What follows belongs to an exercise in optimizing a design on an open flow for small area; a production flow would make more cautious choices.
In this exercise RTL edits were held to simulation tests only and were not proved equivalent to the original.
Power is estimated from default activity; no workload was simulated.

$ cat flow/design.v
module lsc_map (
    input  wire [15:0] raw,
    input  wire        imm,
    input  wire [15:0] value,
    input  wire        mtrunc,
    input  wire [15:0] rmin,
    input  wire [15:0] rmax,
    output wire [31:0] lux,
    output wire        below,
    output wire        exf,       
    output wire [15:0] a16,       
    output wire [7:0]  c30,       
    output wire [15:0] den
);
    function automatic [19:0] add19(input [18:0] x, input [18:0] y, input ci);
        reg c;
        integer k;
        begin
            c = ci;
            for (k = 0; k < 19; k = k + 1) begin
                add19[k] = x[k] ^ y[k] ^ c;
                c = (x[k] & y[k]) | (c & (x[k] ^ y[k]));
            end
            add19[19] = c;
        end
    endfunction
    wire [19:0] five_s = add19({1'b0, raw, 2'b00}, {3'b000, raw}, 1'b0);
    wire [18:0] five = five_s[18:0];
    reg [16:0] q3;
    reg [1:0]  r3;
    reg        qb;
    integer i;
    always @(*) begin
        r3 = 2'd0;
        q3 = 17'd0;
        for (i = 18; i >= 0; i = i - 1) begin
            case ({r3, five[i]})
                3'b000: begin qb = 1'b0; r3 = 2'd0; end
                3'b001: begin qb = 1'b0; r3 = 2'd1; end
                3'b010: begin qb = 1'b0; r3 = 2'd2; end
                3'b011: begin qb = 1'b1; r3 = 2'd0; end
                3'b100: begin qb = 1'b1; r3 = 2'd1; end
                3'b101: begin qb = 1'b1; r3 = 2'd2; end
                default: begin qb = 1'b1; r3 = 2'd2; end
            endcase
            if (i < 17) q3[i] = qb;
        end
    end
    assign lux = {q3, (r3 == 2'd2) ? 15'h5555 : (r3 == 2'd1) ? 15'h2AAA : 15'h0000};
    wire        exact = !imm && !mtrunc;
    wire [15:0] p16   = imm ? value : q3[16:1];
    wire [2:0]  f     = {1'b0, r3} + (q3[0] ? 3'd3 : 3'd0);
    wire [19:0] d_lo = add19({3'd0, p16}, {3'd0, ~rmin}, 1'b1);
    assign below = !d_lo[16];
    assign a16   = d_lo[15:0];
    assign exf   = exact && f != 3'd0;
    reg [7:0] c30_r;
    always @(*) begin
        case (f)
            3'd1: c30_r = 8'd30;
            3'd2: c30_r = 8'd60;
            3'd3: c30_r = 8'd90;
            3'd4: c30_r = 8'd120;
            3'd5: c30_r = 8'd150;
            default: c30_r = 8'd0;
        endcase
    end
    assign c30   = exact ? c30_r : 8'd0;
    wire [19:0] d_den = add19({3'd0, rmax}, {3'd0, ~rmin}, 1'b1);
    assign den   = d_den[15:0];
endmodule
module lsc #(
    parameter integer P_TICK_CYCLES        = 1000,   
    parameter integer P_SCL_HALF           = 5,      
    parameter integer P_BUS_TIMEOUT_CYCLES = 100
) (
    input  wire        clk,
    input  wire        rst_n,
    input  wire        psel,
    input  wire        penable,
    input  wire        pwrite,
    input  wire [7:0]  paddr,
    input  wire [31:0] pwdata,
    output reg  [31:0] prdata,
    output wire        pready,
    output wire        pslverr,
    input  wire        scl_i,
    input  wire        sda_i,
    output reg         scl_oe,
    output reg         sda_oe,
    output wire [7:0]  angle_o,
    output reg         angle_stb
);
    assign pready  = 1'b1;
    assign pslverr = 1'b0;
    localparam [3:0] S_IDLE    = 4'd0,
                     S_FETCH   = 4'd1,
                     S_WAIT    = 4'd2,
                     S_MAP     = 4'd3,
                     S_BUS     = 4'd4,
                     S_INIT_CK = 4'd5,
                     S_INIT_W1 = 4'd6,
                     S_INIT_D1 = 4'd7,
                     S_INIT_W2 = 4'd8,
                     S_INIT_D2 = 4'd9,
                     S_COMMIT  = 4'd10;
    localparam [3:0] I_IDLE    = 4'd0,
                     I_START_A = 4'd1,
                     I_START_B = 4'd2,
                     I_START_C = 4'd3,
                     I_LOW     = 4'd4,
                     I_RISE    = 4'd5,
                     I_HIGH    = 4'd6,
                     I_STOP_A  = 4'd7,
                     I_STOP_B  = 4'd8,
                     I_STOP_C  = 4'd9,
                     I_STOP_D  = 4'd10,
                     I_DONE    = 4'd11;
    reg        mtrunc;
    reg [1:0]  mode;           
    reg        ready;
    reg        rawv;
    reg        done_f;
    reg [3:0]  errcode;
    reg [2:0]  haltr;
    reg [10:1] errs;
    reg [6:0]  addr_a;
    reg [7:0]  angle;
    reg [15:0] rmin, rmax;
    reg [15:0] dly_pon, dly_conv, dly_poll;
    reg [3:0]  pc;
    reg        stop_req;
    reg [3:0]  st;
    reg [3:0]  ist;
    reg [15:0] seq_v;          
    reg        rx_v;           
    reg        raw_w;          
    reg [511:0] seq;
    reg [31:0]  cur;           
    reg [31:0]  rxdata;
    reg [15:0]  raw;
    reg [31:0]  dp;            
    reg [9:0]   cnt;           
    reg [3:0]   bit_idx;
    reg [2:0]   byte_idx;
    reg [1:0]   res;           
    reg         cfgerr;        
    assign angle_o = angle;
    function automatic [18:0] add18(input [17:0] x, input [17:0] y, input ci);
        reg c;
        integer j;
        begin
            c = ci;
            for (j = 0; j < 18; j = j + 1) begin
                add18[j] = x[j] ^ y[j] ^ c;
                c = (x[j] & y[j]) | (c & (x[j] ^ y[j]));
            end
            add18[18] = c;
        end
    endfunction
    wire       hwr   = psel & penable & pwrite;
    wire [5:0] widx  = paddr[7:2];
    wire       busy  = (mode != 2'd0);
    wire       w_seq = (widx[5:4] == 2'b01);
    wire       w_cfg = (widx == 6'h04) || (widx >= 6'h09 && widx <= 6'h0D) || w_seq;
    function automatic [31:0] init_word(input [3:0] i);
        begin
            case (i)
                4'd0: init_word = 32'h2000_0000;
                4'd1: init_word = 32'h5000_0000;
                4'd2: init_word = 32'h9000_0004;
                4'd3: init_word = 32'h6000_0000;
                4'd4: init_word = 32'h7300_0000;
                4'd5: init_word = 32'h8000_0001;
                default: init_word = 32'd0;
            endcase
        end
    endfunction
    reg [31:0] seq_rd, w;
    integer m;
    always @(*) begin
        seq_rd = 32'd0;
        w      = (mode == 2'd1) ? 32'd0 : cur;
        for (m = 0; m < 16; m = m + 1) begin
            if (widx[3:0] == m)
                seq_rd = seq_rd | (seq_v[m] ? seq[m*32 +: 32] : init_word(m));
            if (mode == 2'd1 && pc == m)
                w = w | (seq_v[m] ? seq[m*32 +: 32] : init_word(m));
        end
    end
    wire [3:0]  op = w[31:28];
    function automatic legal(input [31:0] x);
        begin
            case (x[31:28])
                4'h0, 4'h1, 4'h2, 4'h5: legal = (x[27:0] == 28'd0);
                4'h3: legal = (x[27:26] == 2'd0) &&
                              ((x[25:24] == 2'd0 && x[23:8] == 16'd0) ||
                               (x[25:24] == 2'd1 && x[23:16] == 8'd0) ||
                               (x[25:24] == 2'd2));
                4'h4: legal = (x[27:26] == 2'd0) && (x[23:0] == 24'd0);
                4'h6: legal = (x[27:25] == 3'd0) && (x[23:16] == 8'd0) &&
                              (x[24] || x[15:0] == 16'd0);
                4'h7: legal = (x[27:26] == 2'd0) && (x[23:16] == 8'd0) &&
                              (x[25:24] == 2'd0 || x[15:0] == 16'd0);
                4'h8, 4'h9: legal = (x[27:4] == 24'd0);
                default: legal = 1'b0;
            endcase
        end
    endfunction
    wire lg = legal(w);
    wire [31:0] lux;
    wire        m_below, m_exf;
    wire [15:0] m_a16;
    wire [7:0]  m_c30;
    wire [15:0] m_den;
    lsc_map u_map (
        .raw(raw), .imm(w[24]), .value(w[15:0]), .mtrunc(mtrunc),
        .rmin(rmin), .rmax(rmax),
        .lux(lux), .below(m_below), .exf(m_exf), .a16(m_a16), .c30(m_c30), .den(m_den)
    );
    wire [31:0] status = {14'd0, mode, 1'b0, haltr, errcode, 3'd0, done_f,
                          (errcode != 4'd0), rawv, ready, busy};
    wire r_hi = (widx[5:4] == 2'b00);
    always @(*) begin
        prdata = ({32{r_hi && widx[3:0] == 4'h0}} & {30'd0, mtrunc, (mode == 2'd1)})
               | ({32{r_hi && widx[3:0] == 4'h1}} & status)
               | ({32{r_hi && widx[3:0] == 4'h2}} & {21'd0, errs, 1'b0})
               | ({32{r_hi && widx[3:0] == 4'h4}} & {25'd0, addr_a})
               | ({32{r_hi && widx[3:0] == 4'h5 && rx_v}} & rxdata)
               | ({32{r_hi && widx[3:0] == 4'h6 && raw_w}} & {16'd0, raw})
               | ({32{r_hi && widx[3:0] == 4'h7 && raw_w}} & lux)
               | ({32{r_hi && widx[3:0] == 4'h8}} & {24'd0, angle})
               | ({32{r_hi && widx[3:0] == 4'h9}} & {rmax, rmin})
               | ({32{r_hi && widx[3:0] == 4'hA}} & {16'd0, dly_pon})
               | ({32{r_hi && widx[3:0] == 4'hB}} & {16'd0, dly_conv})
               | ({32{r_hi && widx[3:0] == 4'hC}} & {16'd0, dly_poll})
               | ({32{r_hi && widx[3:0] == 4'hD}} & {28'd0, pc})
               | ({32{w_seq}} & seq_rd);
    end
    wire bus_st   = (st == S_BUS) || (st == S_INIT_W1) || (st == S_INIT_W2);
    wire timer_st = (st == S_WAIT) || (st == S_INIT_D1) || (st == S_INIT_D2);
    wire h_end    = (cnt == P_SCL_HALF - 1);
    wire t_end    = (cnt == P_BUS_TIMEOUT_CYCLES);
    wire rd_c     = (op == 4'h4) || (op == 4'h5);
    wire [2:0] nb = (op == 4'h5) ? 3'd2 : (op == 4'h2) ? 3'd1 :
                    {w[25] & w[24], w[25] ^ w[24], ~w[24]};
    wire last_byte = (byte_idx == nb);
    wire [23:0] wd = (op == 4'h2) ? ((st == S_INIT_W1) ? 24'h000001 : 24'h000010) : w[23:0];
    wire [7:0]  wb = (byte_idx == 3'd0) ? wd[7:0] : (byte_idx == 3'd1) ? wd[15:8] : wd[23:16];
    reg tx_bit;
    always @(*) begin
        if (bit_idx == 4'd8)
            tx_bit = (rd_c && byte_idx != 3'd0) ? last_byte : 1'b1;
        else if (rd_c && byte_idx != 3'd0)
            tx_bit = 1'b1;
        else
            tx_bit = dp[31];
    end
    wire ack_end  = (ist == I_HIGH) && h_end && (bit_idx == 4'd8);
    wire ack_stop = (byte_idx == 3'd0) ? sda_i : ((!rd_c && sda_i) || last_byte);
    reg [3:0] ist_nx;
    always @(*) begin
        ist_nx = ist;
        case (ist)
            I_IDLE:    if (bus_st) ist_nx = I_START_A;
            I_START_A: if (h_end) ist_nx = I_START_B;
            I_START_B: if (h_end) ist_nx = I_START_C;
            I_START_C: if (h_end) ist_nx = I_LOW;
            I_LOW:     if (h_end) ist_nx = I_RISE;
            I_RISE:    if (scl_i) ist_nx = I_HIGH;
                       else if (t_end) ist_nx = I_DONE;
            I_HIGH:    if (h_end) ist_nx = (bit_idx == 4'd8 && ack_stop) ? I_STOP_A : I_LOW;
            I_STOP_A:  if (h_end) ist_nx = I_STOP_B;
            I_STOP_B:  if (scl_i) ist_nx = I_STOP_C;
                       else if (t_end) ist_nx = I_DONE;
            I_STOP_C:  if (h_end) ist_nx = I_STOP_D;
            I_STOP_D:  if (h_end) ist_nx = I_DONE;
            default:   ist_nx = I_IDLE;
        endcase
    end
    wire i_chg    = (ist_nx != ist);
    wire bus_done = (ist == I_DONE);
    wire byte_adv = (ack_end && !ack_stop) || (ist == I_STOP_A && byte_idx != 3'd4);
    wire bus_op = (op == 4'h2) || (op == 4'h3) || (op == 4'h4) || (op == 4'h5);
    reg  [3:0] cm_err;
    always @(*) begin
        if (!lg)                                   cm_err = 4'd6;
        else if (op == 4'h5 && !ready)             cm_err = 4'd4;
        else if (op == 4'h6 && !w[24] && !rawv)    cm_err = 4'd5;
        else if (op == 4'h2 && cfgerr)             cm_err = 4'd7;
        else if (bus_op)                           cm_err = {2'd0, res};
        else                                       cm_err = 4'd0;
    end
    wire cm_ec   = !lg || bus_op || (op == 4'h6);
    wire cm_hard = !lg || (op == 4'h5 && !ready) || (op == 4'h2 && cfgerr);
    wire [3:0] cm_next = (lg && (op == 4'h8 || (op == 4'h9 && errcode != 4'd0))) ?
                         w[3:0] : pc_inc;
    wire [18:0] pc_inc_s = add18({14'd0, pc}, 18'd0, 1'b1);
    wire [3:0]  pc_inc   = pc_inc_s[3:0];
    wire [18:0] rng_s  = add18({2'd0, pwdata[15:0]}, {2'd0, ~pwdata[31:16]}, 1'b1);
    wire [18:0] pon_s  = add18({2'd0, pwdata[15:0]}, {2'd0, ~16'd10}, 1'b1);
    wire [18:0] conv_s = add18({2'd0, pwdata[15:0]}, {2'd0, ~16'd180}, 1'b1);
    wire commit_ok = (st == S_COMMIT) && (cm_err == 4'd0);
    reg [10:1] errs_set;
    reg [10:1] errs_clr;
    always @(posedge clk or negedge rst_n) begin
        if (!rst_n) begin
            mtrunc     <= 1'b0;
            mode       <= 2'd0;
            ready      <= 1'b0;
            rawv       <= 1'b0;
            done_f     <= 1'b0;
            errcode    <= 4'd0;
            haltr      <= 3'd0;
            errs       <= 10'd0;
            addr_a     <= 7'h23;
            angle      <= 8'd0;
            angle_stb  <= 1'b0;
            rmin       <= 16'd50;
            rmax       <= 16'd1000;
            dly_pon    <= 16'd10;
            dly_conv   <= 16'd180;
            dly_poll   <= 16'd200;
            pc         <= 4'd0;
            stop_req   <= 1'b0;
            st         <= S_IDLE;
            ist        <= I_IDLE;
            scl_oe     <= 1'b0;
            sda_oe     <= 1'b0;
            seq_v      <= 16'd0;
            rx_v       <= 1'b0;
            raw_w      <= 1'b0;
        end else begin
            errs_set = 10'd0;
            errs_clr = 10'd0;
            angle_stb <= 1'b0;
            ist <= ist_nx;
            if (hwr) begin
                if (w_cfg && busy) begin
                    errs_set[9] = 1'b1;                          
                end else begin
                    case (widx)
                        6'h00: begin
                            if (mode == 2'd0) begin
                                mtrunc <= pwdata[1];
                                if (pwdata[0]) begin                
                                    mode     <= 2'd1;
                                    done_f   <= 1'b0;
                                    haltr    <= 3'd0;
                                    stop_req <= 1'b0;
                                    st       <= S_FETCH;
                                end
                            end else if (mode == 2'd1 && !pwdata[0]) begin
                                stop_req <= 1'b1;
                            end
                        end
                        6'h02: errs_clr = pwdata[10:1];
                        6'h03: begin
                            if (busy) errs_set[10] = 1'b1;          
                            else begin
                                mode   <= 2'd2;
                                done_f <= 1'b0;
                                haltr  <= 3'd0;
                                st     <= S_FETCH;
                            end
                        end
                        6'h04: addr_a <= pwdata[6:0];
                        6'h09: begin
                            if (!rng_s[16]) begin
                                rmin <= pwdata[15:0];
                                rmax <= pwdata[31:16];
                            end else errs_set[8] = 1'b1;            
                        end
                        6'h0A: dly_pon  <= !pon_s[16]  ? 16'd10  : pwdata[15:0];
                        6'h0B: dly_conv <= !conv_s[16] ? 16'd180 : pwdata[15:0];
                        6'h0C: dly_poll <= pwdata[15:0];
                        6'h0D: pc <= pwdata[3:0];
                        default: begin
                            if (w_seq) seq_v[widx[3:0]] <= 1'b1;
                        end
                    endcase
                end
            end
            case (ist)
                I_START_A: if (h_end) sda_oe <= 1'b1;
                I_START_B: if (h_end) scl_oe <= 1'b1;
                I_LOW: begin
                    scl_oe <= !h_end;
                    sda_oe <= ~tx_bit;
                end
                I_RISE, I_STOP_B: if (!scl_i && t_end) begin
                    scl_oe <= 1'b0;
                    sda_oe <= 1'b0;
                end
                I_HIGH: if (h_end) scl_oe <= 1'b1;
                I_STOP_A: begin
                    scl_oe <= !h_end;
                    sda_oe <= 1'b1;
                end
                I_STOP_C: if (h_end) sda_oe <= 1'b0;
                default: ;
            endcase
            case (st)
                S_IDLE: ;
                S_FETCH: begin
                    if (mode == 2'd1 && stop_req) begin
                        mode     <= 2'd0;                         
                        done_f   <= 1'b1;
                        haltr    <= 3'd3;
                        stop_req <= 1'b0;
                        st       <= S_IDLE;
                    end else if (!lg) begin
                        st <= S_COMMIT;
                    end else begin
                        case (op)
                            4'h2: begin                           
                                ready <= 1'b0;
                                rawv  <= 1'b0;
                                st    <= S_INIT_CK;
                            end
                            4'h3, 4'h4: st <= S_BUS;
                            4'h5: st <= ready ? S_BUS : S_COMMIT;
                            4'h6: st <= (!w[24] && !rawv) ? S_COMMIT : S_MAP;
                            4'h7: st <= S_WAIT;
                            default: st <= S_COMMIT;
                        endcase
                    end
                end
                S_WAIT, S_INIT_D1, S_INIT_D2: begin
                    if (dp[15:0] == 16'd0)
                        st <= (st == S_INIT_D1) ? S_INIT_W2 : S_COMMIT;
                end
                S_MAP: begin
                    if ((cnt == 10'd3 && (m_below || dp[24])) || cnt == 10'd30)
                        st <= S_COMMIT;
                end
                S_BUS: if (bus_done) st <= S_COMMIT;
                S_INIT_CK: st <= (scl_i && sda_i) ? S_INIT_W1 : S_COMMIT;
                S_INIT_W1, S_INIT_W2: begin
                    if (bus_done) begin
                        if (res != 2'd0) st <= S_COMMIT;
                        else st <= (st == S_INIT_W1) ? S_INIT_D1 : S_INIT_D2;
                    end
                end
                S_COMMIT: begin
                    if (cm_err == 4'd0) begin
                        case (op)
                            4'h2: ready <= 1'b1;
                            4'h4: rx_v <= 1'b1;
                            4'h5: begin
                                rx_v  <= 1'b1;
                                raw_w <= 1'b1;
                                rawv  <= 1'b1;
                            end
                            4'h6: begin
                                angle     <= m_below ? 8'd0 : dp[24] ? 8'd180 : dp[7:0];
                                angle_stb <= 1'b1;
                                if (!w[24]) rawv <= 1'b0;
                            end
                            default: ;
                        endcase
                    end else if (op == 4'h5 && cm_err != 4'd4 && cm_err != 4'd6) begin
                        rawv <= 1'b0;                             
                    end
                    if (cm_ec) errcode <= cm_err;
                    if (cm_err != 4'd0) errs_set[cm_err] = 1'b1;
                    if (cm_hard) begin
                        mode     <= 2'd0;                         
                        done_f   <= 1'b1;
                        haltr    <= 3'd2;
                        stop_req <= 1'b0;
                        st       <= S_IDLE;
                    end else if (mode == 2'd2) begin
                        mode     <= 2'd0;                         
                        done_f   <= 1'b1;
                        haltr    <= 3'd4;
                        st       <= S_IDLE;
                    end else if (op == 4'h0) begin
                        pc       <= pc_inc;                       
                        mode     <= 2'd0;
                        done_f   <= 1'b1;
                        haltr    <= 3'd1;
                        stop_req <= 1'b0;
                        st       <= S_IDLE;
                    end else begin
                        pc <= cm_next;
                        st <= S_FETCH;
                    end
                end
                default: st <= S_IDLE;
            endcase
            errs <= (errs & ~errs_clr) | errs_set;
        end
    end
    wire [1:0]  tsel = (st == S_INIT_W1) ? 2'd1 : (st == S_INIT_W2) ? 2'd2 : w[25:24];
    wire [15:0] wait_ticks = (tsel == 2'd0) ? w[15:0] :
                             (tsel == 2'd1) ? dly_pon :
                             (tsel == 2'd2) ? dly_conv : dly_poll;
    wire        ticks_ld = (st == S_FETCH) || (bus_done && (st == S_INIT_W1 || st == S_INIT_W2));
    localparam [7:0] K_ROT = {8'd180, 8'd180} >> 7;    
    wire        m_kbit = K_ROT[cnt[2:0]];
    wire        m_mul  = (cnt[4:3] == 2'b00) && (cnt[2:0] != 3'd0) || (cnt == 10'd8);
    wire [16:0] d_sh   = {dp[23:8], dp[7]};
    wire [16:0] alu_x  = (cnt == 10'd0) ? {1'b0, m_a16} : m_mul ? {1'b0, dp[23:8]} : d_sh;
    wire [16:0] alu_y  = m_mul ? (m_kbit ? {1'b0, m_a16} : 17'd0) : {1'b1, ~m_den};
    wire        alu_c  = (cnt == 10'd0) ? m_exf : !m_mul;
    wire [18:0] alu_s  = add18({1'b0, alu_x}, {1'b0, alu_y}, alu_c);
    wire        d_q    = alu_s[17];
    wire [15:0] d_rem  = d_q ? alu_s[15:0] : d_sh[15:0];
    wire [18:0] cnt_inc = add18({8'd0, cnt}, 18'd0, 1'b1);
    wire [18:0] bit_inc = add18({14'd0, bit_idx}, 18'd0, 1'b1);
    wire [18:0] byt_inc = add18({15'd0, byte_idx}, 18'd0, 1'b1);
    wire [18:0] dp_dec  = add18({2'd0, dp[15:0]}, 18'h0ffff, 1'b0);
    integer k;
    always @(posedge clk) begin
        for (k = 0; k < 16; k = k + 1)
            if (hwr && !busy && w_seq && widx[3:0] == k) seq[k*32 +: 32] <= pwdata;
        if (hwr && !busy && widx == 6'h03) cur <= pwdata;
        if (commit_ok && (op == 4'h4 || op == 4'h5)) rxdata <= dp;
        if (commit_ok && op == 4'h5) raw <= {dp[7:0], dp[15:8]};
        if (st == S_INIT_CK) cfgerr <= !(scl_i && sda_i);
        cnt <= (st == S_FETCH || i_chg || (timer_st && cnt == P_TICK_CYCLES - 1)) ?
               10'd0 : cnt_inc[9:0];
        if (ist == I_START_C && h_end) begin
            byte_idx <= 3'd0;
            bit_idx  <= 4'd0;
        end
        if (ist == I_HIGH && h_end) bit_idx <= (bit_idx == 4'd8) ? 4'd0 : bit_inc[3:0];
        if (byte_adv) byte_idx <= byt_inc[2:0];
        if (ack_end && ack_stop)
            res <= (byte_idx == 3'd0) ? 2'd1 : (!rd_c && sda_i) ? 2'd2 : 2'd0;
        if ((ist == I_RISE || ist == I_STOP_B) && !scl_i && t_end) res <= 2'd3;
        if (ticks_ld) dp[15:0] <= wait_ticks;
        if (timer_st && cnt == P_TICK_CYCLES - 1 && dp[15:0] != 16'd0) dp[15:0] <= dp_dec[15:0];
        if (st == S_MAP) begin
            if (cnt == 10'd0) dp[24:0] <= {d_q, 8'd0, m_c30, 8'd0};
            else if (cnt <= 10'd8) dp[23:0] <= {alu_s[16:0], dp[7:1]};
            else if (cnt <= 10'd16) dp[23:0] <= {d_rem, dp[6:0], d_q};
        end
        if (ist == I_START_C && h_end) dp[31:24] <= {addr_a, rd_c};
        if (ist == I_HIGH && h_end && bit_idx != 4'd8) dp[31:24] <= {dp[30:24], sda_i};
        if (byte_adv) dp <= {(ist == I_HIGH) ? wb : 8'd0, dp[31:8]};
    end
endmodule
$ cat flow/flow/run.sh
#!/bin/bash
set -euo pipefail
cd "$(dirname "$0")/.."
W="$(pwd)"
rm -rf "$W/scripts_area"
cp -r "$FLOW_HOME/scripts" "$W/scripts_area"
cp "$W/flow/abc_area.script" "$W/scripts_area/abc_area.script"
bash "$W/standard.sh" \
    SCRIPTS_DIR="$W/scripts_area" \
    "CTS_ARGS=-sink_clustering_enable -repair_clock_nets -dont_use_dummy_load -buf_list sky130_fd_sc_hd__clkbuf_16 -sink_clustering_size 20 -sink_clustering_max_diameter 80" \
    "BUFFER_PORTS_ARGS=-buffer_cell sky130_fd_sc_hd__buf_1" \
    finish > "$W/flow_make.log" 2>&1
$ cat flow/flow/abc_area.script
strash
ifraig
dc2
dch
map -a
strash
dch
map -a
strash
dch
amap -m -F 3 -A 8
strash
dch
amap -m -F 3 -A 8
strash
dch
amap -m -F 3 -A 8
strash
dch
amap -m -F 3 -A 8
strash
dch
amap -m -F 3 -A 8
strash
dch
amap -m -F 3 -A 8
strash
dch
amap -m -F 3 -A 8
strash
dch
amap -m -F 3 -A 8
strash
dch
amap -m -F 3 -A 8
strash
dch
amap -m -F 3 -A 8
topo
$ cat flow/standard.sh
#!/bin/bash
# synth_recipe.tcl (not shown) runs the flow's synth.tcl, then flattens the netlist and writes it again
# the make line also repeats each setting of config.mk as NAME=value (left out here)
make -C /OpenROAD-flow-scripts/flow DESIGN_CONFIG=/design/flow/config.mk WORK_HOME=/design/flow/orfs CLKGATE_MAP_FILE= SYNTH_SCRIPT=/design/flow/synth_recipe.tcl "${@:-finish}"
$ cat flow/config.mk
export PLATFORM = sky130hd
export DESIGN_NAME = lsc
export DESIGN_NICKNAME = lsc
export VERILOG_FILES = /design/flow/design.v
export SDC_FILE = /design/flow/constraint.sdc
export NUM_CORES = 4
export LEC_CHECK = 0
export ABC_AREA = 1
export CAP_MARGIN = 20
export CORE_MARGIN = 2
export CORE_UTILIZATION = 40
export SLEW_MARGIN = 20
$ cat flow/constraint.sdc
create_clock -name core_clock -period 30.0 [get_ports {clk}]
set_input_delay 6.0000 -clock core_clock [delete_from_list [all_inputs] [get_ports {clk}]]
set_output_delay 6.0000 -clock core_clock [all_outputs]
set_load 0.01 [all_outputs]
==> results.cfg, run 1 <==
[setup_path]
path_delay_family = adder cells
worstReg2RegStart = raw[0]$_DFFE_PP_
worst_ep_arrival_time_ns = 22.71
crit_type = reg -> reg
cp-start-kind = flip-flop
critPathBufInv = 19
cpMostUsedCell = fa_1
crit_cells = 93
path_max_fanout = 18
cp_slowest_cell = clkinv_1
cpPeakStageDelay_ns = 0.78
required_ns = 30.47
crit_start = raw[0]$_DFFE_PP_
reg2reg_depth = 93
end_kind = flip-flop

[power]
seq_power_share_pct = 49.6
p_clk_share_pct = 26.2
p_int_mw = 1.72
powerDensity_nw_per_um2 = 59.0
combPwrFrac_pct = 24.2
netSwitchingFraction_pct = 31.3
p_leak_nw = 13.7
irDropWorstVdd_mv = 0.0452
p_switching_uw = 783

[cells_and_area]
final_nets = 3598
final_util_pct = 45.4
num-fill-cells = 8678
drive_above_1_share_pct = 7.95
areaGrowthSynthToFinish_pct = 12.0

[placement]
gp_congestion = 1.01
io_buffer_count = 87
dp_hpwl_um = 110000

[logic_synthesis]
synthCells = 3137
post-synth-top-area-cell = edfxtp_1
post-synth-top-area-fraction_pct = 48.8
synth.ff_latch_count = 795
syn_nets = 3324
synth.top_cells.by_count = edfxtp_1, clkinv_1, a222oi_1, nor2_1, nand2_1
yosysUniqueCellTypes = 58
synth-edff-count = 616
synth_area_um2 = 37900
synth_area_leaders = edfxtp_1, dfrtp_1, a222oi_1, clkinv_1, fa_1
ys.flop_type = edfxtp_1
synthArstFlopShare_pct = 19.0
synth_warnings = 2
yosysMostFrequentCell = edfxtp_1
avgSynthCellArea_um2 = 12.1
ys_seq_area_share_pct = 60.3

[detailed_routing]
vias = 33300
viasPerCell = 7.13
routedWlPerCell_um = 36.5
dr.first_iter.drc_count = 8077
drc = 0
routed_wl_um = 171000
antenna_left = 0
drt_pass1_iterations = 13

[die]
die_area_um2 = 97300
rows = 112
core-area_um2 = 93600
io-pin-count = 92
initial_utilization_pct = 40.5
die_w_um = 312
die_h_um = 312

[clock_network]
cts_buffer_depth = 3
ctsResizeCount = 0
clk_latency_ns = 0.67
cts_root_buf = clkbuf_16
clk_pin_slew_ns = 0.09
post_cts_buffers = 0
cts_tree = yes
hold_buffers = 0
htreeDepth = 2
cts.sinks = 795
numCtsBuffers = 49

[global_route]
grtUsageMet3_pct = 11.3
grt_use_total_pct = 34.2
grt_use_met2_pct = 48.5
overflow = 0
grt_use_met1_pct = 44.9
grt.busiest_layer = met2
antenna_found_initial = 5
grt_pass1_wl_um = 237000
grt_max_degree = 67
first_global_vias = 31200

[sta]
tightest_slew_ns = 1.21
hold_viol_final = 0
drv_slew = 0
final.min_clock_period_ns = 22.24
slew_headroom_pct = 17.5
worst_clock_skew_ns = 0.0975
rsz0062_at_grt = false
whs_ns = 0.492
fmax_mhz = 45.0
min_period_over_period_pct = 74.1
final.setup.tns_ns = 0
setup_violations = 0

[flow_run]
cap_violations = 0

[min_path]
min-delay-start = rx_v$_DFFE_PN0P_
min_path_type = reg -> reg
hold_depth = 1

[outcome]
outcome = no timing/DRC/antenna violations
[routing by layer]
metal,vias to the layer above,wire length (um),part of all wire [%]
met1,16200,60300,35
met2,3107,70100,41
met3,677,26900,16
met4,10,13200,7.7
li1,13300,-,-
met5,-,110,0.064
[cell type report]
cell class              count  area [um2]  share of cell area (%)
clock buffers              49        1230                    2.89
diodes                      7        17.5                  0.0412
well taps                1254        1570                    3.69
flip-flops and latches    795       22900                    53.8
repair buffers            227        1400                    3.29
inverters                 354        1330                    3.13
multi-input cells        1984       14100                    33.1
[cells by family after synthesis]
| family | synth area share (%) |
|---|---|
| AO/OA/AOI/OAI | 21.5 |
| flip-flops | 60.3 |
| AND/OR/NAND/NOR | 8.77 |
| buffers and inverters | 3.56 |
| adder cells (fa/ha/maj) | 5.79 |
| other | 0.0198 |
| XOR/XNOR | 0.0231 |
[state kept, by name, summed over array words and instances, names as in the netlist, 7 cells and up]
name / cells
addr_a: 7
angle: 8
cnt: 10
cur: 32
dly_conv: 16
dly_poll: 16
dly_pon: 16
dp: 32
errs: 10
raw: 16
rmax: 16
rmin: 16
rxdata: 32
seq: 512
seq_v: 16
[stage by stage]
stage | total power [mW] | setup WS, ns | std cells | instance area, um2
after CTS | 2.49 | 8.22 | 4661 | 42400
after detailed placement | 1.85 | 8.39 | 4612 | 41200
after global routing | 2.60 | 6.26 | 4663 | 42500
after floorplan | 1.63 | 10.67 | 3137 | 37900
final | 2.51 | 7.76 | 4670 | 42500
after global placement | 1.85 | 8.69 | 4611 | 41200
[power by group through the flow]
stage / logic, mW / registers (mW) / clock network [mW]
2_1_floorplan: 0.373 / 1.26 / 0
3_3_place_gp: 0.582 / 1.27 / 0
3_5_place_dp: 0.584 / 1.27 / 0
4_1_cts: 0.591 / 1.24 / 0.654
5_1_grt: 0.661 / 1.24 / 0.694
6_report: 0.607 / 1.24 / 0.655
[placed cells by master (no fill, tap or decap), types with 8 or more instances in the layout]
master / instances
dfxtp_1: 28
a22o_1: 17
nor3_2: 17
o32ai_1: 9
buf_4: 138
clkinv_1: 354
a211oi_1: 14
a22oi_1: 107
nor2_4: 29
o221ai_1: 37
o21ai_0: 213
o211ai_1: 9
nand2_1: 220
edfxtp_1: 616
nor2_1: 217
dfstp_2: 21
o2111ai_1: 22
o22ai_1: 184
nor2b_1: 26
a21oi_1: 88
a222oi_1: 254
nand4_1: 52
fa_1: 59
dfrtp_1: 130
a221oi_1: 48
clkbuf_16: 49
nand3_1: 73
or2_0: 8
buf_1: 86
o22a_1: 20
o21a_1: 29
nand4b_1: 11
nor3_1: 48
ha_1: 81
[final timing paths]
path | to | slack, ns
max | dp[10]$_DFF_P_ | 7.76
min | rx_v$_DFFE_PN0P_ | 0.49
max reg2reg | dp[10]$_DFF_P_ | 7.76
min reg2reg | rx_v$_DFFE_PN0P_ | 0.49
max in group asynchronous | errs[10]$_DFF_PN0_ | 22.55
min in group asynchronous | seq_v[5]$_DFFE_PN0P_ | 5.31
==> run 2, diff against run 1 <==
--- a/flow/flow/abc_area.script
+++ b/flow/flow/abc_area.script
@@ -1,9 +1,7 @@
 strash
-ifraig
-dc2
-dch
-map -a
-strash
+&get -n
+&deepsyn -T 60 -S 7
+&put
 dch
 map -a
 strash
@@ -33,7 +31,4 @@
 strash
 dch
 amap -m -F 3 -A 8
-strash
-dch
-amap -m -F 3 -A 8
 topo
==> run 2 against run 1 <==
  * Still clean
  * Flip-flop and latch count is the same
  * Clock-buffer cell count grew 1
  * Register-to-register slack gained 1.9 ns
  * Clock power grew 1%
  * Synthesized area shrank 0.80%
  * Highest routed layer unchanged
==> results.cfg, run 2 <==
[sta]
whs_ns = 0.459
min_period_over_period_pct = 67.8
final.setup.tns_ns = 0
tightest_slew_ns = 1.24
fmax_mhz = 49.2
drv_slew = 0
slew_headroom_pct = 17.2
setup_violations = 0
hold_viol_final = 0
rsz0062_at_grt = false
worst_clock_skew_ns = 0.104
setup_ws_ns = 9.67
final.min_clock_period_ns = 20.33

[cells_and_area]
largest-register = seq
final_util_pct = 45.2
layout_commonest_cell = edfxtp_1
areaGrowthSynthToFinish_pct = 11.9
largest_reg_flops = 512
num-fill-cells = 8526
final_nets = 3517
final_cell_mix = edfxtp_1, clkinv_1, a222oi_1
drive_above_1_share_pct = 7.75

[clock_network]
clk_latency_ns = 0.69
cts.sinks = 795
numCtsBuffers = 50
htreeDepth = 2
clk_pin_slew_ns = 0.09
ctsResizeCount = 0
cts_tree = yes
post_cts_buffers = 0
cts_root_buf = clkbuf_16
hold_buffers = 0
cts_buffer_depth = 3

[power]
p_switching_uw = 460
p_leak_nw = 13.5
combPwrFrac_pct = 5.9
p_int_mw = 1.52
seq_power_share_pct = 60.6
p_clk_share_pct = 33.5
irDropWorstVdd_mv = 0.0584
total_power_mw = 1.98
powerDensity_nw_per_um2 = 47.0
netSwitchingFraction_pct = 23.2

[die]
rows = 112
die_h_um = 311
core-area_um2 = 93200
die_w_um = 311
initial_utilization_pct = 40.4
die_area_um2 = 96500
io-pin-count = 92

[logic_synthesis]
avgSynthCellArea_um2 = 12.3
muxShareOfSynthArea_pct = 0
synth_area_leaders = edfxtp_1, dfrtp_1, a222oi_1, clkinv_1, fa_1
synth_simple_gate_area_share_pct = 8.84
synth_compound_area_share_pct = 20.8
synthCells = 3067
synth-edff-count = 616
synth.ff_latch_count = 795
yosysUniqueCellTypes = 57
ys.flop_type = edfxtp_1
synthAdderAreaFrac_pct = 5.83
synth_area_um2 = 37600
synth_xor_area_share_pct = 0
post-synth-top-area-fraction_pct = 49.2
synth_warnings = 2
synthArstFlopShare_pct = 19.0
syn_nets = 3254
synth.top_cells.by_count = edfxtp_1, clkinv_1, a222oi_1, nor2_1, o21ai_0
ys_seq_area_share_pct = 60.8
synth_top_family_by_area = compound AO/OA/AOI/OAI gates
post-synth-top-area-cell = edfxtp_1
yosysMostFrequentCell = edfxtp_1

[setup_path]
cp_slowest_cell = o22ai_1
path_delay_family = adder cells
path_max_fanout = 8
crit_type = reg -> reg
end_kind = flip-flop
worstReg2RegStart = raw[0]$_DFFE_PP_
reg2reg_depth = 81
cp-start-kind = flip-flop
cpMostUsedCell = fa_1
critPathBufInv = 18
required_ns = 30.54
regToRegEndpoint = dp[12]$_DFF_P_
worst_ep_arrival_time_ns = 20.87
reg2reg_slack_ns = 9.67
cpPeakStageDelay_ns = 0.62

[global_route]
antenna_found_initial = 9
grt_max_degree = 57
overflow = 0
grt_use_total_pct = 33.4
grt_pass1_wl_um = 231000
first_global_vias = 30600

[detailed_routing]
routedWlPerCell_um = 36.3
routed_wl_um = 166000
drc = 0
antenna_left = 0
viasPerCell = 7.14
drt_pass1_iterations = 11
vias = 32700
dr.first_iter.drc_count = 8011

[placement]
pre_cts_ws_ns = 9.91
io_buffer_count = 87
gp_congestion = 1.01
dp_hpwl_um = 108000

[outcome]
outcome = no timing/DRC/antenna violations

[flow_run]
cap_violations = 0

[min_path]
hold_depth = 0
min_path_type = reg -> reg
min-delay-start = dp[25]$_DFFE_PP_
min_to = rxdata[25]$_DFFE_PP_
run 2: how the worst max path moves through the flow:
| stage | from | to | slack (ns) | cells past startpoint |
|---|---|---|---|---|
| 3_3_place_gp | raw[0]$_DFFE_PP_ | dp[12]$_DFF_P_ | 10.20 | 81 |
| 3_5_place_dp | raw[0]$_DFFE_PP_ | dp[12]$_DFF_P_ | 9.91 | 81 |
| 4_1_cts | raw[0]$_DFFE_PP_ | dp[12]$_DFF_P_ | 9.91 | 81 |
| 5_1_grt | raw[0]$_DFFE_PP_ | dp[12]$_DFF_P_ | 8.15 | 81 |
| 6_report | raw[0]$_DFFE_PP_ | dp[12]$_DFF_P_ | 9.67 | 81 |
| 2_1_floorplan | raw[0]$_DFFE_PP_ | dp[12]$_DFF_P_ | 12.38 | 77 |
run 2: final cells by class:
class | instances | area [um2] | area share (%)
antenna | 5 | 12.5 | 0.0297
timing repair buffer | 215 | 1310 | 3.10
tap | 1254 | 1570 | 3.73
multi-input combinational | 1906 | 13700 | 32.6
sequential | 795 | 22900 | 54.3
clock buffer | 50 | 1250 | 2.97
inverter | 362 | 1360 | 3.23
run 2: kinds of logic (layout without fill, tap and decap cells):
kind of cell,count (synthesis),after routing
buffers and inverters,366,627
AO/OA/AOI/OAI,1029,1029
AND/OR/NAND/NOR,735,735
other,2,7
adder cells (fa/ha/maj),140,140
flip-flops,795,795
run 2: routing by layer:
| layer | up-vias | GRT usage [%] | wire length [um] |
|---|---|---|---|
| li1 | 13000 | - | - |
| met5 | - | 0 | 39 |
| met3 | 663 | 10.8 | 26600 |
| met1 | 15800 | 44.8 | 59900 |
| met4 | 6 | 21.9 | 13500 |
| met2 | 3178 | 46.1 | 66300 |
run 2: power groups by stage:
stage / clock, mW / sequential [mW] / combinational, mW
3_5_place_dp: 0 / 1.22 / 0.112
6_report: 0.662 / 1.20 / 0.117
4_1_cts: 0.660 / 1.20 / 0.112
2_1_floorplan: 0 / 1.22 / 0.0489
5_1_grt: 0.696 / 1.20 / 0.122
3_3_place_gp: 0 / 1.22 / 0.111
run 2: through the flow:
| step | std cells | instance area, um2 |
|---|---|---|
| after global routing | 4582 | 42100 |
| final | 4587 | 42100 |
| after CTS | 4579 | 42000 |
| after floorplan | 3067 | 37600 |
| after global placement | 4529 | 40800 |
| after detailed placement | 4529 | 40800 |
==> run 3, diff against run 2 <==
==> flow/flow/run.sh (replaced) <==
#!/bin/bash
set -euo pipefail
cd "$(dirname "$0")/.."
W="$(pwd)"
rm -rf "$W/scripts_area"
cp -r "$FLOW_HOME/scripts" "$W/scripts_area"
cp "$W/flow/abc_area.script" "$W/scripts_area/abc_area.script"
bash "$W/standard.sh" \
    SCRIPTS_DIR="$W/scripts_area" \
    "CTS_ARGS=-sink_clustering_enable -repair_clock_nets -dont_use_dummy_load -buf_list sky130_fd_sc_hd__clkbuf_16 -sink_clustering_size 22 -sink_clustering_max_diameter 90" \
    "BUFFER_PORTS_ARGS=-buffer_cell sky130_fd_sc_hd__buf_1" \
    finish > "$W/flow_make.log" 2>&1
==> run 3 against run 2 <==
  * First-iteration DRC count rose by 2.3%
  * Final cell count shrank 0.26%
  * Fmax decreased by 0.23%
  * Critical endpoint unchanged
  * Global-route usage is essentially flat
  * Largest power group unchanged
  * Clock power down 7.3%
  * Routed wire length barely moved
==> results.cfg, run 3 <==
[sta]
final.setup.tns_ns = 0
min_period_over_period_pct = 67.9
final.min_clock_period_ns = 20.38
tightest_slew_ns = 1.17
worst_clock_skew_ns = 0.0924
slew_headroom_pct = 21.9
fmax_mhz = 49.1
setup_violations = 0
hold_viol_final = 0
drv_slew = 0
rsz0062_at_grt = false

[min_path]
min_path_type = reg -> reg

[detailed_routing]
antenna_left = 0
drt_pass1_iterations = 15
dr.first_iter.drc_count = 8199
vias = 32800
viasPerCell = 7.18
drc = 0
routed_wl_um = 166000
routedWlPerCell_um = 36.4

[clock_network]
numCtsBuffers = 43
cts_buffer_depth = 3
cts.sinks = 795
ctsResizeCount = 0
cts_tree = yes
cts_root_buf = clkbuf_16
clk_pin_slew_ns = 0.09
htreeDepth = 2
clk_latency_ns = 0.65
hold_buffers = 0
post_cts_buffers = 0

[cells_and_area]
layout_commonest_cell = edfxtp_1
largest_reg_flops = 512
final_nets = 3510
final_cell_mix = edfxtp_1, clkinv_1, a222oi_1
final_cell_area_um2 = 41900
largest-register = seq
drive_above_1_share_pct = 7.56
antenna-diode-count = 0
areaGrowthSynthToFinish_pct = 11.4

[logic_synthesis]
avgSynthCellArea_um2 = 12.3
synth-edff-count = 616
syn_nets = 3254
synth_warnings = 2
synth_area_um2 = 37600
ys.flop_type = edfxtp_1
synth.top_cells.by_count = edfxtp_1, clkinv_1, a222oi_1, nor2_1, o21ai_0
synthArstFlopShare_pct = 19.0
post-synth-top-area-fraction_pct = 49.2
yosysMostFrequentCell = edfxtp_1
ys_seq_area_share_pct = 60.8
post-synth-top-area-cell = edfxtp_1
synth_area_leaders = edfxtp_1, dfrtp_1, a222oi_1, clkinv_1, fa_1
yosysUniqueCellTypes = 57
synth.ff_latch_count = 795
synthCells = 3067

[power]
powerDensity_nw_per_um2 = 46.1
p_leak_nw = 13.4
irDropWorstVdd_mv = 0.0419

[setup_path]
worst_ep_arrival_time_ns = 20.95
cp-start-kind = flip-flop
cpPeakStageDelay_ns = 0.61
path_max_fanout = 8
path_delay_family = adder cells
end_kind = flip-flop
critPathBufInv = 18
required_ns = 30.57
crit_type = reg -> reg
cpMostUsedCell = fa_1
cp_slowest_cell = edfxtp_1

[die]
initial_utilization_pct = 40.4
rows = 112
io-pin-count = 92
die_area_um2 = 96500
die_w_um = 311
core-area_um2 = 93200
die_h_um = 311

[global_route]
grt_use_total_pct = 33.4
grt_max_degree = 57
antenna_found_initial = 9
first_global_vias = 30500
grt_pass1_wl_um = 231000
overflow = 0

[placement]
dp_hpwl_um = 108000
gp_congestion = 1.01
place_area_um2 = 40800
io_buffer_count = 87

[outcome]
outcome = no timing/DRC/antenna violations

[flow_run]
cap_violations = 0
-- run 3: cell types whose count changed in the layout (fill, tap and decap cells not counted), sizes merged --
cell    previous run  this run
diode              5         0
clkbuf            51        44
-- run 3: report_power, final --
part / internal [mW] / switching [mW]
Clock: 0.256 / 0.358
Sequential: 1.19 / 0.00662
Combinational: 0.0312 / 0.0860
Total: 1.48 / 0.451
-- run 3: final cells by class --
type | instances | area [um2]
clock buffers | 43 | 1080
repair buffers | 215 | 1310
inverters | 362 | 1360
multi-input cells | 1906 | 13700
fillers | 8540 | 51300
well taps | 1254 | 1570
flip-flops and latches | 795 | 22900
-- run 3: metal layers --
metal / part of all wire, % / wire length, um / vias to the layer above / GRT usage [%]
li1: - / - / 13000 / -
met1: 36 / 59900 / 16000 / 45.3
met2: 40 / 67000 / 3174 / 46.7
met3: 16 / 26700 / 605 / 10.2
met4: 7.6 / 12700 / 12 / 20.6
met5: 0.043 / 71 / - / 0
-- run 3: cells by family after synthesis --
logic type | share of synthesized area, %
simple gates | 8.84
compound gates | 20.8
other cells | 0.0200
buf+inv | 3.67
flops | 60.8
fa+ha+maj | 5.83
-- run 3: through the flow --
step           instances  hold WS, ns  power, mW  worst slack [ns]  utilization [%]
6_report            4575        0.471       1.93              9.62             45.0
4_1_cts             4572        0.472       1.92              9.91             44.9
3_3_place_gp        4529        0.438       1.33             10.20             43.8
5_1_grt             4575        0.485       1.97              8.19             45.0
2_1_floorplan       3067        0.433       1.27             12.38                -
3_5_place_dp        4529        0.444       1.34              9.91             43.8
-- run 3: path summary, 6_finish.rpt --
path / from / end / slack [ns] / depth (start not counted)
setup / recovery: raw[0]$_DFFE_PP_ / dp[12]$_DFF_P_ / 9.62 / 81
hold / removal: dp[24]$_DFFE_PP_ / rxdata[24]$_DFFE_PP_ / 0.47 / 0
setup reg to reg: raw[0]$_DFFE_PP_ / dp[12]$_DFF_P_ / 9.62 / 81
hold reg to reg: dp[24]$_DFFE_PP_ / rxdata[24]$_DFFE_PP_ / 0.47 / 0
max in group asynchronous: rst_n / dly_pon[0]$_DFFE_PN0P_ / 22.57 / 3
min in group asynchronous: rst_n / seq_v[14]$_DFFE_PN0P_ / 5.49 / 1
==> run 4, diff against run 3 <==
--- a/flow/config.mk
+++ b/flow/config.mk
@@ -9,4 +9,5 @@
 export CAP_MARGIN = 20
 export CORE_MARGIN = 2
 export CORE_UTILIZATION = 40
+export PLACE_DENSITY = 0.8
 export SLEW_MARGIN = 20
==> run 4 against run 3 <==
  * Final cell count is 0.24% lower
  * Clock skew is 0.015 ns lower
  * Clock-buffer cell count stayed put
  * Critical path type unchanged
  * Largest power group unchanged
  * Critical path depth is 1 lower
  * Register-to-register slack worse by 0.29 ns
  * Total power is 0.27% lower
  * Largest cell class unchanged
==> results.cfg, run 4 <==
[cells_and_area]
fin_cells = 4564
final_nets = 3496
layout_commonest_cell = edfxtp_1
final_cell_area_um2 = 41800
num-fill-cells = 8294
largest_reg_flops = 512
areaGrowthSynthToFinish_pct = 11.1
drive_above_1_share_pct = 7.23
multi_input_area_um2 = 13700
largest-register = seq
final_cell_mix = edfxtp_1, clkinv_1, a222oi_1
ff_latch_area_um2 = 22900

[clock_network]
cts_buffer_depth = 3
post_cts_buffers = 0
cts.sinks = 795
numCtsBuffers = 43
cts_root_buf = clkbuf_16
clk_latency_ns = 0.65
cts_tree = yes
ctsResizeCount = 0
htreeDepth = 2
clk_pin_slew_ns = 0.10
hold_buffers = 0

[detailed_routing]
drt_pass1_iterations = 17
vias = 33500
routedWlPerCell_um = 34.9
drc = 0
routed_wl_um = 159000
dr.first_iter.drc_count = 9526
antenna_left = 0
viasPerCell = 7.33

[min_path]
min-delay-start = cnt[0]$_SDFF_PP0_
min_path_type = reg -> reg
min_to = cnt[0]$_SDFF_PP0_
hold_depth = 1

[die]
die_h_um = 311
initial_utilization_pct = 40.4
io-pin-count = 92
core-area_um2 = 93200
rows = 112
die_w_um = 311
die_area_um2 = 96500

[logic_synthesis]
synthArstFlopShare_pct = 19.0
synth-edff-count = 616
synth_warnings = 2
yosysUniqueCellTypes = 57
yosysMostFrequentCell = edfxtp_1
synthCells = 3067
ys.flop_type = edfxtp_1
synth_area_um2 = 37600
synth_area_leaders = edfxtp_1, dfrtp_1, a222oi_1, clkinv_1, fa_1
synth.top_cells.by_count = edfxtp_1, clkinv_1, a222oi_1, nor2_1, o21ai_0
ys_seq_area_share_pct = 60.8
avgSynthCellArea_um2 = 12.3
synth.ff_latch_count = 795
post-synth-top-area-fraction_pct = 49.2
post-synth-top-area-cell = edfxtp_1
syn_nets = 3254

[global_route]
grt_pass1_wl_um = 223000
overflow = 0
antenna_found_initial = 10
grt_max_degree = 74
grt_use_total_pct = 31.8
first_global_vias = 31100

[power]
irDropWorstVdd_mv = 0.0410
p_leak_nw = 13.3
powerDensity_nw_per_um2 = 46.1

[placement]
io_buffer_count = 87
gp_congestion = 1.07
place_area_um2 = 40700
dp_hpwl_um = 101000
numPlacedInstances = 4514

[setup_path]
cpPeakStageDelay_ns = 0.81
worst_ep_arrival_time_ns = 21.23
crit_type = reg -> reg
reg2reg_depth = 80
path_delay_family = adder cells
path_max_fanout = 8
cp-start-kind = flip-flop
end_kind = flip-flop
cpMostUsedCell = fa_1
critPathBufInv = 18
worstReg2RegStart = raw[0]$_DFFE_PP_
regToRegEndpoint = dp[12]$_DFF_P_
cp_slowest_cell = a222oi_1
reg2reg_slack_ns = 9.33
required_ns = 30.56

[sta]
fmax_mhz = 48.4
rsz0062_at_grt = false
min_period_over_period_pct = 68.9
whs_ns = 0.480
final.min_clock_period_ns = 20.67
tightest_slew_ns = 1.27
final.setup.tns_ns = 0
drv_slew = 0
hold_viol_final = 0
worst_clock_skew_ns = 0.0773
setup_violations = 0
slew_headroom_pct = 15.4

[flow_run]
cap_violations = 0

[outcome]
outcome = no timing/DRC/antenna violations
[run 4: metal layers]
layer / part of all wire (%) / track usage [%] / vias up
met2: 40 / 44.5 / 3865
met3: 19 / 12.8 / 940
met4: 9.8 / 22.8 / 12
met5: 0.11 / 0 / -
li1: - / - / 13000
met1: 31 / 39.8 / 15600
[run 4: area by class of cell]
type,count,share of cell area [%]
flip-flops and latches,795,54.7
multi-input cells,1906,32.8
well taps,1254,3.76
inverters,362,3.25
repair buffers,201,2.86
clock buffers,43,2.58
diodes,3,0.0180
[run 4: worst max-delay path by stage]
stage | from | endpoint | slack (ns) | cells past startpoint
2_1_floorplan | raw[0]$_DFFE_PP_ | dp[12]$_DFF_P_ | 12.38 | 77
3_3_place_gp | raw[0]$_DFFE_PP_ | dp[12]$_DFF_P_ | 10.42 | 81
6_report | raw[0]$_DFFE_PP_ | dp[12]$_DFF_P_ | 9.33 | 80
3_5_place_dp | raw[0]$_DFFE_PP_ | dp[12]$_DFF_P_ | 9.85 | 80
4_1_cts | raw[0]$_DFFE_PP_ | dp[12]$_DFF_P_ | 9.84 | 80
5_1_grt | raw[0]$_DFFE_PP_ | dp[12]$_DFF_P_ | 8.49 | 80
[run 4: worst reg2reg max path: cells and delay by family, from the launching register on]
family	cells	cell delay [ns]
AOI/OAI and AO/OA	20	4.88
buffers and inverters	18	2.23
DFF	1	0.59
adders and majority gates	33	11.59
and+or+nand+nor	9	1.35
[run 4: where the power goes]
| group | internal (mW) | switching, mW |
|---|---|---|
| Combinational | 0.0306 | 0.0874 |
| Clock | 0.256 | 0.352 |
| Sequential | 1.19 | 0.00684 |
[run 4: cells by family after synthesis]
kind of cell / count (synthesis) / synth area share [%]
AOI/OAI and AO/OA: 1029 / 20.8
DFF: 795 / 60.8
and+or+nand+nor: 735 / 8.84
buffers and inverters: 366 / 3.67
adders and majority gates: 140 / 5.83
other: 2 / 0.0200
[run 4: stage by stage]
stage / total power [mW] / worst slack, ns / utilization [%]
finish: 1.93 / 9.33 / 44.8
global route: 1.95 / 8.49 / 44.8
CTS: 1.91 / 9.84 / 44.8
detailed placement: 1.33 / 9.85 / 43.6
global placement: 1.33 / 10.42 / 43.6
floorplan: 1.27 / 12.38 / -
==> run 5, diff against run 4 <==
--- a/flow/config.mk
+++ b/flow/config.mk
@@ -9,5 +9,5 @@
 export CAP_MARGIN = 20
 export CORE_MARGIN = 2
 export CORE_UTILIZATION = 40
-export PLACE_DENSITY = 0.8
+export PLACE_DENSITY = 0.7
 export SLEW_MARGIN = 20
==> run 5 against run 4 <==
  * Sequential share of layout area about the same
  * Core utilization about the same
  * Clock skew down 0.0028 ns
  * Final cell count up 0.11%
  * Via count down 0.48%
==> results.cfg, run 5 <==
[logic_synthesis]
ys.flop_type = edfxtp_1
syn_nets = 3254
avgSynthCellArea_um2 = 12.3
synth_area_leaders = edfxtp_1, dfrtp_1, a222oi_1, clkinv_1, fa_1
synth.top_cells.by_count = edfxtp_1, clkinv_1, a222oi_1, nor2_1, o21ai_0
synth-edff-count = 616
synth_area_um2 = 37600
synthArstFlopShare_pct = 19.0
yosysMostFrequentCell = edfxtp_1
post-synth-top-area-cell = edfxtp_1
post-synth-top-area-fraction_pct = 49.2
synth_warnings = 2
yosysUniqueCellTypes = 57
synth.ff_latch_count = 795
synthCells = 3067
ys_seq_area_share_pct = 60.8

[detailed_routing]
drc = 0
routed_wl_um = 161000
drt_pass1_iterations = 13
antenna_left = 0
viasPerCell = 7.29
routedWlPerCell_um = 35.3
wl_met2_um = 63500
dr.first_iter.drc_count = 9124
wl_met1_um = 52500
routed.top_layer = met5
vias = 33300
wl_met3_um = 29400

[placement]
pre_cts_ws_ns = 9.91
dp_hpwl_um = 102000
io_buffer_count = 87
gp_congestion = 1.08

[clock_network]
hold_buffers = 0
cts_tree = yes
cts_buffer_depth = 3
cts_root_buf = clkbuf_16
numCtsBuffers = 43
clk_pin_slew_ns = 0.11
htreeDepth = 2
post_cts_buffers = 0
ctsResizeCount = 0
cts.sinks = 795
clk_latency_ns = 0.66

[sta]
tightest_slew_ns = 1.21
hold_viol_final = 0
min_period_over_period_pct = 68.5
rsz0062_at_grt = false
setup_violations = 0
setup_ws_ns = 9.45
final.min_clock_period_ns = 20.55
worst_clock_skew_ns = 0.0744
slew_headroom_pct = 18.8
drv_slew = 0
final.setup.tns_ns = 0
fmax_mhz = 48.7

[die]
die_w_um = 311
core-area_um2 = 93200
initial_utilization_pct = 40.4
io-pin-count = 92
rows = 112
die_h_um = 311
die_area_um2 = 96500

[setup_path]
cp_slowest_cell = a222oi_1
worst_ep_arrival_time_ns = 21.10
cpMostUsedCell = fa_1
end_kind = flip-flop
path_max_fanout = 8
cpPeakStageDelay_ns = 0.76
required_ns = 30.55
crit_type = reg -> reg
cp-start-kind = flip-flop

[cells_and_area]
largest_reg_flops = 512
layout_commonest_cell = edfxtp_1
areaGrowthSynthToFinish_pct = 11.2
ff_latch_area_um2 = 22900
final_nets = 3501
final_cell_mix = edfxtp_1, clkinv_1, a222oi_1
largest-register = seq
drive_above_1_share_pct = 7.31
multi_input_area_um2 = 13700
final_util_pct = 44.9
num-fill-cells = 8439

[outcome]
outcome = no timing/DRC/antenna violations

[power]
p_leak_nw = 13.3
powerDensity_nw_per_um2 = 46.0
irDropWorstVdd_mv = 0.0347

[global_route]
overflow = 0
grt_use_total_pct = 32.2
first_global_vias = 31000
grt_max_degree = 75
antenna_found_initial = 11
grt_pass1_wl_um = 224000

[min_path]
min_path_type = reg -> reg

[flow_run]
cap_violations = 0
-- run 5: power breakdown --
group | internal (mW) | switching [mW]
sequential | 1.19 | 0.00680
combinational | 0.0306 | 0.0859
clock | 0.256 | 0.351
total | 1.48 | 0.444
-- run 5: metrics by stage --
stage	hold WS (ns)	area, um2	total power [mW]	std cells
6_report	0.477	41800	1.92	4569
5_1_grt	0.502	41800	1.96	4566
4_1_cts	0.473	41800	1.91	4561
3_5_place_dp	0.453	40700	1.33	4518
3_3_place_gp	0.452	40700	1.33	4518
2_1_floorplan	0.433	37600	1.27	3067
-- run 5: path summary, 6_finish.rpt --
| path | startpoint | endpoint | slack, ns | cells past startpoint |
|---|---|---|---|---|
| setup / recovery | raw[0]$_DFFE_PP_ | dp[10]$_DFF_P_ | 9.45 | 80 |
| hold / removal | dp[25]$_DFFE_PP_ | rxdata[25]$_DFFE_PP_ | 0.48 | 0 |
| max in group asynchronous | rst_n | rmin[11]$_DFFE_PN0P_ | 22.60 | 3 |
| setup reg to reg | raw[0]$_DFFE_PP_ | dp[10]$_DFF_P_ | 9.45 | 80 |
| hold reg to reg | dp[25]$_DFFE_PP_ | rxdata[25]$_DFFE_PP_ | 0.48 | 0 |
| min in group asynchronous | rst_n | ist[3]$_DFF_PN0_ | 5.27 | 1 |
-- run 5: cells by family after synthesis --
family	synth area share [%]
compound gates	20.8
fa+ha+maj	5.83
buf+inv	3.67
flops	60.8
other cells	0.0200
simple gates	8.84
-- run 5: layout make-up --
type                       count  area share [%]
clock buffer                  43            2.57
sequential                   795            54.7
antenna                        3          0.0180
tap                         1254            3.75
inverter                     362            3.25
timing repair buffer         206            2.90
multi-input combinational   1906            32.8
-- run 5: worst max-delay path, delay by kind of cell, from the launching register on --
kind,cells,cell delay [ns]
compound gates,19,4.75
buf+inv,18,2.12
simple gates,9,1.35
fa+ha+maj,34,11.64
flops,1,0.56
-- run 5: metal layers --
| metal | vias up | global-route usage [%] |
|---|---|---|
| met5 | - | 0.939 |
| met4 | 18 | 23.8 |
| met3 | 844 | 13.0 |
| met2 | 3707 | 44.1 |
| met1 | 15700 | 40.6 |
| li1 | 13000 | - |

## what the ideal ports hide
Ports are ideal in the flow. The routed layouts listed here were re-timed in OpenROAD.
Step 1: set_driving_cell puts a clkbuf_16 on clk and a buf_2 on each other input, an assumption about the parent block.
Step 2, shift: input delay + t, output delay - t, t = (earliest + latest rising clock arrival at the registers) / 2. This alone moves slack from input paths to output paths.
a / b / c = no drivers / after step 1 / after step 2; a / b = the first two.
| run | t, ns | setup WS [ns] | worst hold slack (ns) | slew at the worst register clock pin (ns) | worst data-port slew with drivers (ns) |
|---|---|---|---|---|---|
| run 1 | 0.693 | 7.763 / 7.763 / 7.763 | 0.492 / 0.492 / 0.492 | 0.09 / 0.09 | 0.08 |
| run 2 | 0.710 | 9.669 / 9.669 / 9.669 | 0.459 / 0.459 / 0.459 | 0.09 / 0.09 | 0.12 |
| run 3 | 0.678 | 9.622 / 9.622 / 9.622 | 0.471 / 0.471 / 0.471 | 0.11 / 0.11 | 0.11 |
| run 4 | 0.683 | 9.332 / 9.332 / 9.332 | 0.480 / 0.480 / 0.480 | 0.10 / 0.10 | 0.12 |
| run 5 | 0.690 | 9.449 / 9.449 / 9.449 | 0.477 / 0.477 / 0.477 | 0.11 / 0.11 | 0.11 |
After both steps setup and hold are still met in every run listed.
